Background: an optimization exercise with open tools, aiming at small area, a short achievable clock period and few clock cycles. Do not read the settings as production practice.
At most, simulation tests tie the RTL to the original design; equivalence was not proved.
Power figures rest on the tool's default switching activity, not on a simulated workload.

// hid_rx
module hid_rx (
    input  wire        clk,
    input  wire        rst,
    input  wire        in_valid,
    output wire        in_ready,
    input  wire [1:0]  in_class,      
    input  wire [7:0]  in_len,
    input  wire [63:0] in_data,       
    input  wire        hs_we,
    input  wire [2:0]  hs_id,
    input  wire        hs_en,
    output reg         res_valid,
    output reg  [7:0]  res_code,
    output reg  [47:0] res_data,
    output reg         ev_valid,
    input  wire        ev_ready,
    output reg  [2:0]  ev_id,
    output reg         ev_t,
    output reg         ev_deliver,
    output reg  [7:0]  kbd_lastkey,
    output reg         kbd_pressed,
    output reg  [15:0] ptr_x,
    output reg  [15:0] ptr_y,
    output reg         ptr_primary,
    output reg  [9:0]  btn_prev,
    output reg  [2:0]  drop_flags     
);
For scale: ~1900 cells after synthesis, roughly 280 flip-flops, about 16000 sq um of cells after synthesis.
clock: 4.5 ns
lec_check: 0
cap_margin: 20
core_margin: 2
core_utilization: 55
setup_slack_margin: 2.2
slew_margin: 20
tns_end_percent: 20
standard.sh (not shown) runs the stock make flow with config.mk's settings and CLKGATE_MAP_FILE= SYNTH_SCRIPT=/design/flow/synth_recipe.tcl, a recipe that flattens the netlist after the stock synthesis.
==> flow/flow/run.sh <==
#!/bin/bash
# The standard layout, with plain buf_1 cells as the port buffers
# (the resizer sizes them up where timing needs it).
set -euo pipefail
export BUFFER_PORTS_ARGS="-buffer_cell sky130_fd_sc_hd__buf_1"
bash standard.sh > standard_flow.log 2>&1
The first run completed without violations.
==> next run, changes <==
--- a/flow/design.v
+++ b/flow/design.v
@@ -391,21 +391,20 @@
                 ptr_x       <= {px_hi, px_lo[7:0]};
                 ptr_y       <= {py_hi, py_lo[7:0]};
                 ptr_primary <= r_b0;
             end
             if (is_gen)
                 btn_prev <= gbits;
         end
     end
     reg  [7:0] q_mask [0:2];
     reg  [7:0] q_dlv  [0:2];
-    reg  [2:0] q_one;         
     reg  [2:0] q_v;
     reg  [2:0] q_hd;          
     reg  [2:0] q_tl;
     reg  [7:0] w_mask, w_dlv;
     reg        w_v;
     reg        w_last;
     reg  [7:0] ev_btn;
     wire [7:0] w_low  = w_mask & ~{w_mask[6:0] | {w_mask[5:0], 1'b0} | {w_mask[4:0], 2'b0} |
                                    {w_mask[3:0], 3'b0} | {w_mask[2:0], 4'b0} | {w_mask[1:0], 5'b0} |
                                    {w_mask[0], 6'b0}, 1'b0};
@@ -413,21 +412,20 @@
     wire [2:0] w_id   = {|w_low[7:4], |{w_low[7:6], w_low[3:2]},
                          |{w_low[7], w_low[5], w_low[3], w_low[1]}};
     wire load   = !ev_valid || ev_ready;
     wire w_take = !w_v || (load && w_last);      
     wire h_v    = |(q_hd & q_v);
     wire pop    = w_take && h_v;
     wire [7:0] h_mask = ({8{q_hd[0]}} & q_mask[0]) | ({8{q_hd[1]}} & q_mask[1]) |
                         ({8{q_hd[2]}} & q_mask[2]);
     wire [7:0] h_dlv  = ({8{q_hd[0]}} & q_dlv[0]) | ({8{q_hd[1]}} & q_dlv[1]) |
                         ({8{q_hd[2]}} & q_dlv[2]);
-    wire       h_one  = |(q_hd & q_one);
     wire [2:0] q_v_n = (q_v & ~({3{pop}} & q_hd)) | ({3{in_push}} & q_tl);
     function one8;
         input [7:0] m;
         integer b;
         reg seen, two;
         begin
             seen = 1'b0; two = 1'b0;
             for (b = 0; b < 8; b = b + 1) begin
                 two  = two | (seen & m[b]);
                 seen = seen | m[b];
@@ -464,30 +462,29 @@
                     ev_btn     <= ev_btn ^ w_low;
                 end
             end
         end
     end
     integer e;
     always @(posedge clk) begin
         if (w_take) begin
             w_mask <= h_mask;
             w_dlv  <= h_dlv;
-            w_last <= h_one;
+            w_last <= one8(h_mask);
         end else if (load) begin
             w_mask <= w_rest;
             w_last <= w_two;
         end
         for (e = 0; e < 3; e = e + 1) begin
             if (q_tl[e] && !q_v[e]) begin
                 q_mask[e] <= in_chg;
                 q_dlv[e]  <= handlers;
-                q_one[e]  <= one8(in_chg);
             end
         end
     end
 endmodule
 module hid_add8 (
     input  wire [7:0] a,
     input  wire [7:0] b,
     output wire [8:0] s
 );
     wire [7:0] g = a & b;
Outcome: Via count decreases by 3.9%. Routed wire length falls by 4.2%. Synthesized area drops by 2.7%. Power grows by about 1.5%. Global-route usage came out lower by 0.33 points. Die area is lower by about 2.6%. Utilization came out higher by 0.44 points. Count of clock-buffer cells in the layout came out higher by 1. Cell count came out lower by about 2.8%. Worst hold slack improves by 7.0 ps. Final area drops by about 2.3%. Clock power went up by about 5%.
Testbench counts after the change, summed over its fixed seeds: cycles 16,185.
For the first run of this note, only the layout was checked, not whether the RTL still works.

[static timing again, ports no longer ideal]
No port has a modelled driver above. Below, the same layouts with a new extraction and two added sets of constraints. Step 1 sets driving cells, clkbuf_16 on the clock port and buf_2 on the other inputs (assumed; they add their load-dependent delay and slew). Step 2 adds t to the input delays and takes it off the output delays; t is the mean of the earliest and latest rising clock arrival at the registers after step 1. Input paths then give back, and output paths get back, about the clock's delay inside the block. a / b / c = ideal / step 1 / step 2; a / b = the first two.
run | t, ns | slack for setup (ns) | worst setup path after step 2
the first run | 0.593 | 2.038 / 2.038 / 1.544 | input to register
the second run | 0.594 | 2.061 / 2.081 / 1.487 | input to register
After both steps every run listed still meets setup and hold. The setup slack of the second run, which loses most, moves by +0.020 ns with the drivers and by -0.574 ns with both steps.
